This design comes from an exercise in tuning for small area, a short achievable clock period and few clock cycles per item on the open sky130 flow, not from production work.
No activity file was given, so power comes from the tool's default toggle rates.

## north
==> flow/design.v <==
module jlfe_xxtea (
    input  wire         clk,
    input  wire         rst,           
    input  wire         cmd_valid,
    output wire         cmd_ready,
    input  wire         cmd_decrypt,   
    input  wire [3:0]   cmd_nm1,       
    input  wire [127:0] cmd_key,       
    input  wire         in_valid,
    output wire         in_ready,
    input  wire [31:0]  in_data,
    output wire         out_valid,
    input  wire         out_ready,
    output wire [31:0]  out_data,
    output wire         out_last
);
    localparam [1:0] S_IDLE = 2'd0,    
                     S_LOAD = 2'd1,    
                     S_PREF = 2'd2,    
                     S_RUN  = 2'd3;    
    reg  [1:0]   state;
    reg          dec;
    reg  [3:0]   nm1;
    reg  [127:0] key;
    reg  [31:0]  v [0:15];
    reg  [3:0]   li;          
    reg  [3:0]   P;           
    reg  [3:0]   PN;          
    reg  [3:0]   PNN;         
    reg  [2:0]   m;           
    reg  [31:0]  W;           
    reg  [31:0]  Y;           
    reg  [31:0]  Z;           
    reg  [31:0]  KW;          
    reg  [31:0]  S;           
    reg          wpend;       
    reg  [3:0]   PP;          
    reg          cdec;        
    reg          oact;        
    reg  [3:0]   o;           
    reg  [3:0]   onm1;        
    wire running = (state == S_RUN);
    wire loading = (state == S_LOAD);
    wire [31:0] mx_a, mx_b, w_new;
    xxtea_add32 add_a (.a((Z >> 5) ^ (Y << 2)), .b((Y >> 3) ^ (Z << 4)), .ci(1'b0), .s(mx_a));
    xxtea_add32 add_b (.a(S ^ Y), .b(KW ^ Z), .ci(1'b0), .s(mx_b));
    xxtea_add32 add_w (.a(W), .b(mx_a ^ mx_b ^ {32{dec}}), .ci(dec), .s(w_new));
    wire [3:0]  pnn_next  = dec ? ((PNN == 4'd0) ? nm1 : PNN - 4'd1)
                                : ((PNN == nm1)  ? 4'd0 : PNN + 4'd1);
    wire        n2 = (nm1 == 4'd1);
    wire [3:0]  s0 = dec ? nm1 : 4'd0;
    wire [3:0]  s1 = dec ? nm1 - 4'd1 : 4'd1;
    wire [3:0]  s2 = dec ? (n2 ? nm1 : nm1 - 4'd2) : (n2 ? 4'd0 : 4'd2);
    wire        round_end = (P == (dec ? 4'd0 : nm1));
    wire        last_rnd  = (m == (dec ? 3'd1 : 3'd6));
    wire        last_step = running && round_end && last_rnd;
    wire [2:0]  m_next    = round_end ? (dec ? m - 3'd1 : m + 3'd1) : m;
    reg  [31:0] sum_n;
    always @(*) begin
        case (running ? m_next : (dec ? 3'd6 : 3'd1))
            3'd1:    sum_n = 32'h9E3779B9;
            3'd2:    sum_n = 32'h3C6EF372;
            3'd3:    sum_n = 32'hDAA66D2B;
            3'd4:    sum_n = 32'h78DDE6E4;
            3'd5:    sum_n = 32'h1715609D;
            default: sum_n = 32'hB54CDA56;
        endcase
    end
    wire [1:0]  ksel_n = (running ? PN[1:0] : s0[1:0]) ^ sum_n[3:2];
    wire out_more  = oact && (o != onm1);        
    wire out_fire  = oact && out_ready;
    wire out_free  = !oact || (out_ready && (o == onm1));
    assign cmd_ready = (state == S_IDLE) || last_step;
    wire cmd_fire    = cmd_valid && cmd_ready;
    assign in_ready  = loading && !wpend && (!oact || (li <= o));
    wire in_fire     = in_valid && in_ready;
    wire load_last   = (li == nm1);
    wire go_run = out_free && ((state == S_PREF) || (loading && in_fire && load_last));
    assign out_valid = oact;
    assign out_data  = W;
    assign out_last  = (o == onm1);
    wire [3:0]  a1 = running ? PN  : (out_more ? o + 4'd1 : s0);
    wire [3:0]  a2 = running ? PNN : s1;
    wire [31:0] C    = cdec ? Y : Z;
    wire        f1n  = last_step && dec;
    wire        f1c  = wpend && (a1 == PP);
    wire        f1i  = loading && !out_more && (s0 == li);
    wire        f2c  = wpend && (a2 == PP);
    wire        f2i  = loading && (s1 == li);
    wire        a1_odd  = a1[0];
    wire        a2_odd  = a2[0];
    wire        a1_zero = (a1 == 4'd0);
    wire        a2_zero = (a2 == 4'd0);
    wire [2:0]  ae = (!a1_odd && !a1_zero) ? a1[3:1] : a2[3:1];
    wire [2:0]  ao = a1_odd ? a1[3:1] : a2[3:1];
    wire [31:0] r_even = v[{ae, 1'b0}];
    wire [31:0] r_odd  = v[{ao, 1'b1}];
    wire [31:0] rd1 = f1n ? w_new : f1c ? C : f1i ? in_data
                    : a1_odd ? r_odd : a1_zero ? v[0] : r_even;
    wire [31:0] rd2 = f2c ? C : f2i ? in_data
                    : a2_odd ? r_odd : a2_zero ? v[0] : r_even;
    always @(posedge clk) begin
        if (wpend)
            v[PP] <= C;
        else if (in_fire)
            v[li] <= in_data;
        if (running || go_run || out_fire)
            W <= rd1;
        KW <= key[32*ksel_n +: 32];
        S  <= sum_n;
        if (running) begin
            PP   <= P;
            cdec <= dec;
        end
        if (running && (dec || n2))
            Y <= w_new;
        else if (in_fire && dec && (li == 4'd0))
            Y <= in_data;
        else if ((running || go_run) && !dec)
            Y <= rd2;
        if (running && (!dec || n2))
            Z <= w_new;
        else if (in_fire && !dec)
            Z <= in_data;
        else if ((running || go_run) && dec)
            Z <= rd2;
        if (go_run) begin
            P   <= s0;
            PN  <= s1;
            PNN <= s2;
            m   <= dec ? 3'd6 : 3'd1;
        end else if (running) begin
            P   <= PN;
            PN  <= PNN;
            PNN <= pnn_next;
            m   <= m_next;
        end
        if (rst) begin
            state <= S_IDLE;
            oact  <= 1'b0;
            wpend <= 1'b0;
        end else begin
            wpend <= running;
            if (last_step) begin
                oact <= 1'b1;
                o    <= 4'd0;
                onm1 <= nm1;
            end else if (out_fire) begin
                if (o == onm1)
                    oact <= 1'b0;
                o <= o + 4'd1;
            end
            if (cmd_fire) begin
                dec   <= cmd_decrypt;
                nm1   <= cmd_nm1;
                key   <= cmd_key;
                li    <= 4'd0;
                state <= S_LOAD;
            end else begin
                case (state)
                    S_LOAD: begin
                        if (in_fire) begin
                            li <= li + 4'd1;
                            if (load_last)
                                state <= go_run ? S_RUN : S_PREF;
                        end
                    end
                    S_PREF: begin
                        if (go_run)
                            state <= S_RUN;
                    end
                    S_RUN: begin
                        if (last_step)
                            state <= S_IDLE;
                    end
                    default: ;
                endcase
            end
        end
    end
endmodule
module xxtea_add32 (
    input  wire [31:0] a,
    input  wire [31:0] b,
    input  wire        ci,
    output wire [31:0] s
);
    wire [31:0] p0 = a ^ b;
    reg  [31:0] g, p, gn, pn;
    integer d, i;
    always @(*) begin
        g = a & b;
        p = p0;
        g[0] = g[0] | (p0[0] & ci);
        for (d = 1; d < 32; d = d * 2) begin
            gn = g;
            pn = p;
            for (i = d; i < 32; i = i + 1) begin
                gn[i] = g[i] | (p[i] & g[i-d]);
                pn[i] = p[i] & p[i-d];
            end
            g = gn;
            p = pn;
        end
    end
    assign s = p0 ^ {g[30:0], ci};
endmodule
Settings: LEC_CHECK=0, CAP_MARGIN=20, CORE_MARGIN=2, CORE_UTILIZATION=40, PLACE_DENSITY=0.6, SLEW_MARGIN=20; clock period 12.0 ns.
run.sh (not shown) runs the stock make flow with config.mk's settings and CLKGATE_MAP_FILE= SYNTH_SCRIPT=/design/flow/synth_recipe.tcl, a recipe that flattens the netlist after the stock synthesis.
diff inputs: north => east
--- a/flow/design.v
+++ b/flow/design.v
@@ -31,13 +31,10 @@
     reg  [31:0]  W;           
     reg  [31:0]  Y;           
     reg  [31:0]  Z;           
     reg  [31:0]  KW;          
     reg  [31:0]  S;           
-    reg          wpend;       
-    reg  [3:0]   PP;          
-    reg          cdec;        
     reg          oact;        
     reg  [3:0]   o;           
     reg  [3:0]   onm1;        
     wire running = (state == S_RUN);
     wire loading = (state == S_LOAD);
@@ -70,57 +67,39 @@
     wire out_more  = oact && (o != onm1);        
     wire out_fire  = oact && out_ready;
     wire out_free  = !oact || (out_ready && (o == onm1));
     assign cmd_ready = (state == S_IDLE) || last_step;
     wire cmd_fire    = cmd_valid && cmd_ready;
-    assign in_ready  = loading && !wpend && (!oact || (li <= o));
+    assign in_ready  = loading && (!oact || (li <= o));
     wire in_fire     = in_valid && in_ready;
     wire load_last   = (li == nm1);
     wire go_run = out_free && ((state == S_PREF) || (loading && in_fire && load_last));
     assign out_valid = oact;
     assign out_data  = W;
     assign out_last  = (o == onm1);
     wire [3:0]  a1 = running ? PN  : (out_more ? o + 4'd1 : s0);
     wire [3:0]  a2 = running ? PNN : s1;
-    wire [31:0] C    = cdec ? Y : Z;
-    wire        f1n  = last_step && dec;
-    wire        f1c  = wpend && (a1 == PP);
-    wire        f1i  = loading && !out_more && (s0 == li);
-    wire        f2c  = wpend && (a2 == PP);
-    wire        f2i  = loading && (s1 == li);
-    wire        a1_odd  = a1[0];
-    wire        a2_odd  = a2[0];
-    wire        a1_zero = (a1 == 4'd0);
-    wire        a2_zero = (a2 == 4'd0);
-    wire [2:0]  ae = (!a1_odd && !a1_zero) ? a1[3:1] : a2[3:1];
-    wire [2:0]  ao = a1_odd ? a1[3:1] : a2[3:1];
-    wire [31:0] r_even = v[{ae, 1'b0}];
-    wire [31:0] r_odd  = v[{ao, 1'b1}];
-    wire [31:0] rd1 = f1n ? w_new : f1c ? C : f1i ? in_data
-                    : a1_odd ? r_odd : a1_zero ? v[0] : r_even;
-    wire [31:0] rd2 = f2c ? C : f2i ? in_data
-                    : a2_odd ? r_odd : a2_zero ? v[0] : r_even;
+    wire        f1 = running ? (last_step && dec) : (loading && !out_more && (s0 == li));
+    wire        f2 = running ? n2                 : (loading && (s1 == li));
+    wire [31:0] rd1 = f1 ? (running ? w_new : in_data) : v[a1];
+    wire [31:0] rd2 = f2 ? (running ? w_new : in_data) : v[a2];
     always @(posedge clk) begin
-        if (wpend)
-            v[PP] <= C;
+        if (running)
+            v[P] <= w_new;
         else if (in_fire)
             v[li] <= in_data;
         if (running || go_run || out_fire)
             W <= rd1;
         KW <= key[32*ksel_n +: 32];
         S  <= sum_n;
-        if (running) begin
-            PP   <= P;
-            cdec <= dec;
-        end
-        if (running && (dec || n2))
+        if (running && dec)
             Y <= w_new;
         else if (in_fire && dec && (li == 4'd0))
             Y <= in_data;
         else if ((running || go_run) && !dec)
             Y <= rd2;
-        if (running && (!dec || n2))
+        if (running && !dec)
             Z <= w_new;
         else if (in_fire && !dec)
             Z <= in_data;
         else if ((running || go_run) && dec)
             Z <= rd2;
@@ -136,13 +115,11 @@
             m   <= m_next;
         end
         if (rst) begin
             state <= S_IDLE;
             oact  <= 1'b0;
-            wpend <= 1'b0;
         end else begin
-            wpend <= running;
             if (last_step) begin
                 oact <= 1'b1;
                 o    <= 4'd0;
                 onm1 <= nm1;
             end else if (out_fire) begin
[summary]
- In east relative to north, multi-input combinational cell area had gone up by more than 10%.
- From north to east the numbers moved as follows: non-filler instance count after layout up 474; synthesized area up 4.1%; fraction of met2 tracks used by global routing up 3.0 points.
- Against north as the reference, east delivers a higher post-route minimum period.
- Total power of east is higher than that of north.
- Count of mapped cells out of synthesis (east / north): 1.13
- Number of cells on the critical path: east vs north down 1
No functional check of the RTL was part of any run of this note.

==> separate check: timing with driven ports <==
How much do the figures lean on ideal ports? The routed layouts below were timed once more, with nothing changed but the port constraints.
Step 1 assumes that a clkbuf_16 drives the clock port and a buf_2 every other input.
Step 2 adds t to the input delays and takes it off the output delays; t is the mean of the earliest and latest rising clock arrival at the registers after step 1. Input paths then give back, and output paths get back, about the clock's delay inside the block.
a / b / c = ideal ports / drivers / drivers and shift; a / b = the first two.
| run | t (ns) | slack for setup (ns) | worst register clock-pin slew, ns | worst slew at a driven data input, ns | pins driven straight from the clock port |
|---|---|---|---|---|---|
| north | 0.728 | 5.850 / 5.782 / 5.916 | 0.07 / 0.07 | 0.12 | 1 |
| east | 0.740 | 5.416 / 5.348 / 5.444 | 0.07 / 0.07 | 0.13 | 1 |
After both steps every run listed still meets setup and hold.
